This is an optimization exercise on Yosys and OpenROAD, whose aim is small area, a short achievable clock period and few clock cycles per item, not a production implementation. At most, simulation tests tie the RTL to the original design; equivalence was not proved. No activity file was given, so power comes from the tool's default toggle rates.

==> inputs of raven <==
// gsm7_alpha
module gsm7_alpha (
    input  wire        clk,
    input  wire        rst,           
    input  wire        cmd_valid,
    output wire        cmd_ready,
    input  wire [2:0]  cmd_op,
    input  wire [15:0] cmd_len,
    input  wire        in_valid,
    output wire        in_ready,
    input  wire [31:0] in_data,
    output reg         out_valid,
    input  wire        out_ready,
    output wire [20:0] out_data,
    output reg         res_valid,
    input  wire        res_ready,
    output wire [7:0]  res_err,
    output wire [15:0] res_count
);
    reg         idle;         
    reg         inr;          
    reg         is_dec, is_val;
    reg  [1:0]  pol;          
    reg         imm_op, imm_len;    
    reg  [10:0] rem;          
    reg         esc, half, flt, alla;
    reg         r_v, s_v;
    reg  [11:0] r_e, s_e;
    reg  [13:0] od;
    reg  [4:0]  err;          
    reg  [11:0] cnt;
    assign cmd_ready = idle;
    assign in_ready  = inr;
    assign out_data  = {7'd0, od};
    assign res_err   = {3'd0, err};
    assign res_count = {4'd0, cnt};
    wire acc = in_valid && inr;
    wire in_scalar = (in_data[31:21] == 11'd0) && !(in_data[20] && in_data[19:16] != 4'd0) &&
                     !(in_data[20:16] == 5'd0 && in_data[15:11] == 5'b11011);
    wire in_lo  = (in_data[31:8] == 24'd0);
    wire in_eur = (in_data == 32'h000020AC);
    wire in_gk  = (in_data[31:7] == 25'd7) || in_eur;
    wire in_bad = is_dec ? !in_lo : !in_scalar;
    wire in_xd  = in_lo && (in_data[7:0] == 8'h0A || in_data[7:0] == 8'h14 || in_data[7:0] == 8'h28 ||
                            in_data[7:0] == 8'h29 || in_data[7:0] == 8'h2F || in_data[7:0] == 8'h3C ||
                            in_data[7:0] == 8'h3D || in_data[7:0] == 8'h3E || in_data[7:0] == 8'h40 ||
                            in_data[7:0] == 8'h65);
    wire in_xe  = in_eur || (in_lo && (in_data[7:0] == 8'h0C || in_data[7:0] == 8'h5B || in_data[7:0] == 8'h5C ||
                                       in_data[7:0] == 8'h5D || in_data[7:0] == 8'h5E || in_data[7:0] == 8'h7B ||
                                       in_data[7:0] == 8'h7C || in_data[7:0] == 8'h7D || in_data[7:0] == 8'h7E));
    wire in_x   = is_dec ? in_xd : in_xe;
  ...
Settings: LEC_CHECK=0, ABC_AREA=1, CAP_MARGIN=20, CORE_MARGIN=2, CORE_UTILIZATION=40, SETUP_SLACK_MARGIN=5, SLEW_MARGIN=20; clock period 8.0 ns.
run.sh (not shown) runs the stock make flow with config.mk's settings and CLKGATE_MAP_FILE= SYNTH_SCRIPT=/design/flow/synth_recipe.tcl, a recipe that flattens the netlist after the stock synthesis.
==> garnet (differences from raven) <==
- SETUP_SLACK_MARGIN: 5 -> default
==> quartz (differences from raven) <==
==> flow/flow/run.sh (new file) <==
#!/bin/bash
# The standard layout (standard.sh), with plain buf_1 cells as the port buffers
# (repair_timing resizes them where timing needs it) and a tighter timing-repair target.
set -euo pipefail
bash standard.sh BUFFER_PORTS_ARGS="-buffer_cell sky130_fd_sc_hd__buf_1" SETUP_SLACK_MARGIN=5.5 finish > standard.log 2>&1
==> flow/standard.sh (new file) <==
#!/bin/bash
# synth_recipe.tcl (not shown) runs the flow's synth.tcl, then flattens the netlist and writes it again
# the make line also repeats each setting of config.mk as NAME=value (left out here)
make -C /OpenROAD-flow-scripts/flow DESIGN_CONFIG=/design/flow/config.mk WORK_HOME=/design/flow/orfs CLKGATE_MAP_FILE= SYNTH_SCRIPT=/design/flow/synth_recipe.tcl "${@:-finish}"
removed: flow/run.sh
==> violet (differences from raven) <==
- CTS_BUF_LIST: default -> sky130_fd_sc_hd__clkbuf_8
- CTS_CLUSTER_SIZE: default -> 40
==> impl_metrics.env <==
export IMPL_status="no timing/DRC/antenna violations"
export IMPL_peakVddDrop_uv=91.0
export IMPL_num_nonclk_buffers=145
export IMPL_worst_pin_slew_ps=604
export IMPL_powerComb_uw=286
export IMPL_p_leak_uw=0.00354
export IMPL_final_seq_area_um2=2060
export IMPL_drive_above_1_share_pct=22.0
export IMPL_first_iter_violations=749
-- figures above: raven

==> impl_metrics.env <==
export IMPL_root_buffer="clkbuf_16"
export IMPL_drive_above_1_share_pct=35.6
export IMPL_status="no timing/DRC/antenna violations"
export IMPL_num_nonclk_buffers=200
export IMPL_p_leak_uw=0.00360
export IMPL_worst_pin_slew_ps=709
export IMPL_cts_sink_count=77
export IMPL_slew_headroom_pct=52.6
export IMPL_powerComb_uw=323
export IMPL_first_iter_violations=774
export IMPL_yosys_area_share_simple_pct=32.3
-- figures above: quartz

==> impl_metrics.env <==
export IMPL_num_nonclk_buffers=145
export IMPL_final_seq_area_um2=2070
export IMPL_powerComb_uw=288
export IMPL_status="no timing/DRC/antenna violations"
export IMPL_first_iter_violations=660
export IMPL_synth_ff_type="edfxtp_1"
export IMPL_peakVddDrop_uv=106
export IMPL_synthArstFlopShare_pct=0
export IMPL_drive_above_1_share_pct=22.1
export IMPL_worst_pin_slew_ps=613
export IMPL_p_leak_uw=0.00348
-- figures above: violet

==> impl_metrics.env <==
export IMPL_status="no timing/DRC/antenna violations"
export IMPL_drive_above_1_share_pct=9.00
export IMPL_peakVddDrop_uv=91.9
export IMPL_stdcell_count=1084
export IMPL_row_count=44
export IMPL_path_buf_inv=2
export IMPL_powerComb_uw=221
export IMPL_reg_top3="cnt x12, r_e x12, s_e x12"
export IMPL_p_leak_uw=0.00297
export IMPL_worst_pin_slew_ps=773
export IMPL_num_nonclk_buffers=91
export IMPL_place_area_um2=6780
export IMPL_final_seq_area_um2=2060
export IMPL_final_nets=967
-- figures above: garnet

Testbench counts of raven, summed over its fixed seeds: cycles 38,358, items 35,725.
Testbench counts of garnet, summed over its fixed seeds: cycles 38,358, items 35,725.
Testbench counts of quartz, summed over its fixed seeds: cycles 38,358, items 35,725.
Testbench counts of violet, summed over its fixed seeds: cycles 38,358, items 35,725.

* * *

==> trial 40 <==
Another version of the RTL of gsm7_alpha (not shown whole).
Design gsm7_alpha, start of the top module:
module gsm7_alpha (
    input  wire        clk,
    input  wire        rst,           
    input  wire        cmd_valid,
    output wire        cmd_ready,
    input  wire [2:0]  cmd_op,
    input  wire [15:0] cmd_len,
    input  wire        in_valid,
    output wire        in_ready,
    input  wire [31:0] in_data,
    output reg         out_valid,
    input  wire        out_ready,
    output wire [20:0] out_data,
    output reg         res_valid,
    input  wire        res_ready,
    output wire [7:0]  res_err,
    output wire [15:0] res_count
);
make LEC_CHECK=0 ABC_AREA=1 CAP_MARGIN=20 CORE_MARGIN=2 CORE_UTILIZATION=40 SLEW_MARGIN=20 finish   # period 8.0 ns
Stock flow here: none of the scripts above is used.
==> trial 25: changes against trial 40 <==
Settings changed: ABC_AREA 1 to not set.
==> trial 71: changes against trial 40 <==
Settings changed: ABC_AREA 1 to not set, SYNTH_HIERARCHICAL set to 1.
==> qor summary <==
item                                               trial 71     trial 40     trial 25
Placed cell areas                               0.00732 mm2  0.00688 mm2  0.00688 mm2
Final worst slack                                   3.45 ns      4.03 ns      3.51 ns
Multi-input gate share of the layout cell area        52.8%        48.5%        53.4%
Met2 wire length                                    9120 um      8040 um      8890 um
Standard-cell row count                                  46           44           44
Vias post-DR                                           6428         6332         6155
Post-synthesis register bit count                        82           78           78
Maximum fanout count along the critical path             30           15           32
Clock tree cell share of total cell area              4.21%        3.88%        3.63%
Run status                 no timing/DRC/antenna violations  no timing/DRC/antenna violations  no timing/DRC/antenna violations
Crit path required time                             8.25 ns      8.19 ns      8.25 ns
Cell Count Post-Placement                              1067         1145         1013
HPWL after DPL                                     14500 um     13700 um     14400 um
No functional check of the RTL was part of any run of this note.

* * *

==> v5 <==
gsm7_alpha, a different RTL version from the one above (not shown whole).
Settings: LEC_CHECK=0, ABC_AREA=1, CAP_MARGIN=20, CORE_MARGIN=2, CORE_UTILIZATION=65, CTS_BUF_LIST=sky130_fd_sc_hd__clkbuf_8, CTS_CLUSTER_SIZE=40, PLACE_DENSITY=0.8, SETUP_SLACK_MARGIN=5, SLEW_MARGIN=20; clock period 8.0 ns.
standard.sh (not shown) runs the stock make flow with config.mk's settings and CLKGATE_MAP_FILE= SYNTH_SCRIPT=/design/flow/synth_recipe.tcl, a recipe that flattens the netlist after the stock synthesis.
==> flow/flow/run.sh <==
#!/bin/bash
# The standard layout (standard.sh), with plain buf_1 cells as the port buffers
# instead of the default choice (repair_timing resizes them where timing needs it).
set -euo pipefail
bash standard.sh BUFFER_PORTS_ARGS="-buffer_cell sky130_fd_sc_hd__buf_1" finish > standard.log 2>&1
==> v10 (differences from v5) <==
--- a/flow/design.v
+++ b/flow/design.v
@@ -16,14 +16,15 @@
     output wire [7:0]  res_err,
     output wire [15:0] res_count
 );
     reg         idle;         
     reg         inr;          
     reg         is_dec, is_val;
     reg  [1:0]  pol;
+    reg         imm, ie1;
     reg  [10:0] rem;          
     reg         st;           
     reg         flt;          
     reg         r_v, s_v;
     reg  [10:0] r_e, s_e;
     reg  [13:0] od;
     reg  [4:0]  err;          
@@ -808,16 +809,18 @@
     assign t_257_ = ~((t_256_ | t_i[0]) & (t_112_ | t_023_));
     assign t_258_ = t_257_ & ~(t_100_);
     assign t_259_ = t_092_ & ~(t_258_);
     assign t_261_ = ~((t_259_ & t_255_) | t_126_);
     assign t_y[0] = ~((t_261_ & t_253_) | (t_251_ & t_157_));
     assign t_y[13] = ~(t_121_ | t_120_);
     assign t_y[12:9] = { 3'h0, t_y[8] };
-    wire [1:0]  cls   = t_y[15:14];      
-    wire [13:0] t_d   = t_y[13:0];
+    reg [15:0] tq;
+    always @(posedge clk) tq <= t_y;
+    wire [1:0]  cls   = tq[15:14];      
+    wire [13:0] t_d   = tq[13:0];
     wire        alpha = cls[1] ^ cls[0];
     wire xd = r_lo && (b == 8'h0A || b == 8'h14 || b == 8'h28 || b == 8'h29 || b == 8'h2F ||
                        b == 8'h3C || b == 8'h3D || b == 8'h3E || b == 8'h40 || b == 8'h65);
     wire xe = (r_gk && b == 8'h2C) ||
               (r_lo && (b == 8'h0C || b == 8'h5B || b == 8'h5C || b == 8'h5D || b == 8'h5E ||
                         b == 8'h7B || b == 8'h7C || b == 8'h7D || b == 8'h7E));
     wire can_out = !out_valid || out_ready;
@@ -827,37 +830,39 @@
     wire f14  = is_dec && !esc && b[7];
     wire fna  = is_enc && !alpha && (pol[0] == pol[1]);      
     wire flt_now = go && !flt && (f13 || f14 || fna);
     wire [4:0] f_code = {f13 || f14, 1'b0, f14 && !f13, f13 || (fna && pol[0]), f13 || (fna && !pol[0])};
     wire emit = !flt && (is_dec ? (esc || (b != 8'h1B && !b[7])) : (!is_val && (alpha || pol != 2'd2)));
     wire keep = !flt && !r_bad && (is_dec ? (esc && !xd) : (!is_val && xe && !half));
     wire cons = go && !keep;
-    wire drained = (rem == 11'd0) && !r_v && !s_v;
-    wire tail    = !idle && is_dec && !is_val && esc && !flt && drained;
+    wire drained = ((rem == 11'd0) || imm) && !r_v && !s_v;
+    wire tail    = !idle && is_dec && esc && !flt && drained;
     wire tail_go = tail && can_out;
     wire fin     = !idle && drained && !tail && !res_valid && can_out;
     wire r_v_n = cons ? (s_v || acc) : (r_v || acc);
+    wire r_ld  = !r_v || cons;
     wire s_v_n = cons ? (s_v && acc) : (s_v || (r_v && acc));
     wire rem1  = (rem == 11'd1);
     wire c_op  = (cmd_op[2:1] == 2'b11);
     wire c_len = (cmd_len > 16'd1024);
     wire c_imm = c_op || c_len;
     always @(posedge clk) begin
-        if (!r_v || cons)
-            r_e <= s_v ? s_e : in_e;
+        r_e <= ({11{r_ld && !s_v}} & in_e) | ({11{r_ld && s_v}} & s_e) | ({11{!r_ld}} & r_e);
         if (!s_v || cons)
             s_e <= in_e;
         if (go || tail_go)
             od <= tail ? 14'h00A0 : t_d;
         if (idle) begin
-            is_dec <= (cmd_op == 3'd5) || c_imm;
-            is_val <= (cmd_op == 3'd4) || c_imm;
-            pol    <= c_imm ? {1'b0, !c_op} : cmd_op[1:0];
-            rem    <= c_imm ? 11'd0 : cmd_len[10:0];
-            st     <= (cmd_op == 3'd4) && (cmd_len != 16'd0) && !c_len;
+            is_dec <= (cmd_op == 3'd5);
+            is_val <= (cmd_op == 3'd4);
+            pol    <= cmd_op[1:0];
+            imm    <= c_imm;
+            ie1    <= !c_op;
+            rem    <= cmd_len[10:0];
+            st     <= (cmd_op == 3'd4) && (cmd_len != 16'd0);
             flt    <= 1'b0;
         end else begin
             rem <= rem - {10'd0, acc};
             if (go && !flt) begin
                 if (is_dec)      st <= !esc && (b == 8'h1B);
                 else if (is_val) st <= alla && alpha;
                 else             st <= xe && !half;
@@ -882,23 +887,23 @@
             if (idle)
                 idle <= !cmd_valid;
             else if (fin)
                 idle <= 1'b1;
             if (idle)
                 inr <= cmd_valid && !c_imm && (cmd_len != 16'd0);
             else
-                inr <= (rem != 11'd0) && !(rem1 && acc) && !(r_v_n && s_v_n);
+                inr <= !imm && (rem != 11'd0) && !(rem1 && acc) && !(r_v_n && s_v_n);
             if (res_valid && res_ready)
                 err <= 5'd0;
-            else if (fin && is_dec && is_val)
-                err <= {3'b100, pol[0], 1'b0};
+            else if (fin && imm)
+                err <= {3'b100, ie1, 1'b0};
             else if (flt_now)
                 err <= f_code;
             if (res_valid && res_ready)
                 cnt <= 12'd0;
             else if (fin && (flt || is_val))
-                cnt <= {11'd0, is_val && !is_dec && alla && !flt};
+                cnt <= {11'd0, is_val && !imm && alla && !flt};
             else
                 cnt <= cnt + {11'd0, out_valid && out_ready};
         end
     end
 endmodule
- CORE_UTILIZATION: 65 -> 40
- PLACE_DENSITY: 0.8 -> not set
==> v32 (differences from v5) <==
--- a/flow/design.v
+++ b/flow/design.v
@@ -852,15 +852,15 @@
             is_dec <= (cmd_op == 3'd5) || c_imm;
             is_val <= (cmd_op == 3'd4) || c_imm;
             pol    <= c_imm ? {1'b0, !c_op} : cmd_op[1:0];
             rem    <= c_imm ? 11'd0 : cmd_len[10:0];
             st     <= (cmd_op == 3'd4) && (cmd_len != 16'd0) && !c_len;
             flt    <= 1'b0;
         end else begin
-            rem <= rem - {10'd0, acc};
+            if (acc) rem <= rem - 11'd1;
             if (go && !flt) begin
                 if (is_dec)      st <= !esc && (b == 8'h1B);
                 else if (is_val) st <= alla && alpha;
                 else             st <= xe && !half;
             end
             if (flt_now) flt <= 1'b1;
             if (tail_go) st <= 1'b0;
@@ -893,12 +893,12 @@
                 err <= {3'b100, pol[0], 1'b0};
             else if (flt_now)
                 err <= f_code;
             if (res_valid && res_ready)
                 cnt <= 12'd0;
             else if (fin && (flt || is_val))
                 cnt <= {11'd0, is_val && !is_dec && alla && !flt};
-            else
-                cnt <= cnt + {11'd0, out_valid && out_ready};
+            else if (out_valid && out_ready)
+                cnt <= cnt + 12'd1;
         end
     end
 endmodule
==> flow/run.sh (new file) <==
#!/bin/bash
# synth_recipe.tcl (not shown) runs the flow's synth.tcl, then flattens the netlist and writes it again
# the make line also repeats each setting of config.mk as NAME=value (left out here)
make -C /OpenROAD-flow-scripts/flow DESIGN_CONFIG=/design/flow/config.mk WORK_HOME=/design/flow/orfs CLKGATE_MAP_FILE= SYNTH_SCRIPT=/design/flow/synth_recipe.tcl finish
- CORE_UTILIZATION: 65 -> 40
- PLACE_DENSITY: 0.8 -> not set
removed: flow/flow/run.sh
removed: flow/standard.sh
==> v39 (differences from v5) <==
- CORE_UTILIZATION: 65 -> 40
- CTS_CLUSTER_DIAMETER: not set -> 300
- CTS_CLUSTER_SIZE: 40 -> 80
- PLACE_DENSITY: 0.8 -> not set
==> comparison <==
Via count, lowest first: v39, v10, v32, v5. Combinational power: v10 < v39 < v5 < v32. Against v10, the sequential power of v39 is smaller by 12%. Against v32, the clock skew of v5 is lower by 5.3 ps. The lowest setup slack belongs to v5, the highest to v39. The highest maximum frequency belongs to v39, the lowest to v5. In v10 the global-route usage is lower than in v39, by 2.6 points. Critical path depth, highest first: v39, v5, v10, v32. First-iteration DRC count: v5 > v32 > v39 > v10. Wire length, highest first: v32, v5, v39, v10.
==> figures <==
Run status: v39 finished clean; v10 finished clean; v32 finished clean; v5 finished clean
Crit-path slowest cell: v39 sky130_fd_sc_hd__ha_2; v10 sky130_fd_sc_hd__nor3_1; v32 sky130_fd_sc_hd__clkdlybuf4s50_1; v5 sky130_fd_sc_hd__edfxtp_1
Clock network power consumption: v39 0.299 mW; v10 0.339 mW; v32 0.301 mW; v5 0.278 mW
Worst setup SP type: v39 flop; v10 input pin; v32 flop; v5 flop
Cells after synthesis: v39 782; v10 818; v32 792; v5 782
Critical Path Sink: v39 od[0]$_SDFFCE_PP0P_; v10 cnt[10]$_SDFF_PP0_; v32 out_valid; v5 st$_DFFE_PP_
Fraction of synthesized area in multiplexers: v39 0%; v10 0.1709%; v32 0%; v5 0%
Setup slack of the critical path after layout: v39 5144 ps; v10 5120 ps; v32 5025 ps; v5 4998 ps
Wire length of the first global-routing pass: v39 27360 microns; v10 27490 microns; v32 30150 microns; v5 26970 microns
Detailed placement HPWL: v39 12790 microns; v10 13330 microns; v32 14490 microns; v5 12530 microns
Cell Area, Synth: v39 5323 sq um; v10 5856 sq um; v32 5514 sq um; v5 5323 sq um
Setup bufs post-CTS: v39 13; v10 0; v32 15; v5 15
Final core utilization: v39 48.57%; v10 44.84%; v32 55.55%; v5 79.07%
Global-route met1 utilization: v39 32.11%; v10 28.67%; v32 34.26%; v5 47.34%
Clock buf/inv share: v39 3.196%; v10 3.444%; v32 2.700%; v5 2.914%
Fraction of area in multi-input gates: v39 49.82%; v10 49.51%; v32 45.58%; v5 50.41%
Fraction of synthesized cell area taken by the top area cell type: v39 20.87%; v10 19.49%; v32 26.14%; v5 20.87%
Number of clock-tree buffers in the layout: v39 10; v10 9; v32 9; v5 9
Power consumed by combinational cells: v39 0.420 mW; v10 0.200 mW; v32 0.448 mW; v5 0.442 mW
Final hold slack: v39 464.8 ps; v10 462.8 ps; v32 469.3 ps; v5 472.0 ps
Xor/xnor cell area share of the yosys netlist: v39 1.481%; v10 1.197%; v32 0.9530%; v5 1.481%
Average wire length per cell after detail routing: v39 16.32 microns; v10 15.81 microns; v32 17.96 microns; v5 17.93 microns
Testbench counts of v5, summed over its fixed seeds: cycles 38,358, items 35,725.
Testbench counts of v39, summed over its fixed seeds: cycles 38,358, items 35,725.
Function not checked in v10: the RTL went through the layout flow alone.

-- port drivers added, routing unchanged --
The results above use ideal ports. As a check the final layouts listed here were re-extracted and re-timed, cells and wires unchanged.
Step 1, drivers: a clkbuf_16 drives clk and a buf_2 each remaining input, both assumed.
Step 2 times the ports against the registers' clock, not the clock port: input delays grow and output delays shrink by t, the midpoint of the rising clock arrivals with the driver on.
Slacks: ideal / step 1 / step 2; pairs: ideal / step 1.
run | shift t [ns] | slack for setup (ns) | worst setup path after step 2
raven | 0.378 | 5.026 / 5.021 / 4.714 | input to register
garnet | 0.378 | 4.258 / 4.258 / 4.258 | register to register
quartz | 0.384 | 5.146 / 5.146 / 4.879 | input to register
violet | 0.394 | 5.025 / 5.025 / 4.660 | input to register
trial 40 | 0.375 | 4.028 / 4.028 / 3.922 | input to register
trial 25 | 0.376 | 3.514 / 3.514 / 3.514 | register to register
trial 71 | 0.383 | 3.452 / 3.452 / 3.452 | register to register
v5 | 0.393 | 4.998 / 4.998 / 4.739 | input to register
v10 | 0.400 | 5.120 / 5.132 / 4.732 | input to register
v32 | 0.389 | 5.025 / 4.990 / 4.653 | input to register
v39 | 0.388 | 5.144 / 5.144 / 4.786 | input to register
After both steps every run listed still meets setup and hold. The setup slack of v10, which loses most, moves by +0.012 ns with the drivers and by -0.388 ns with both steps.
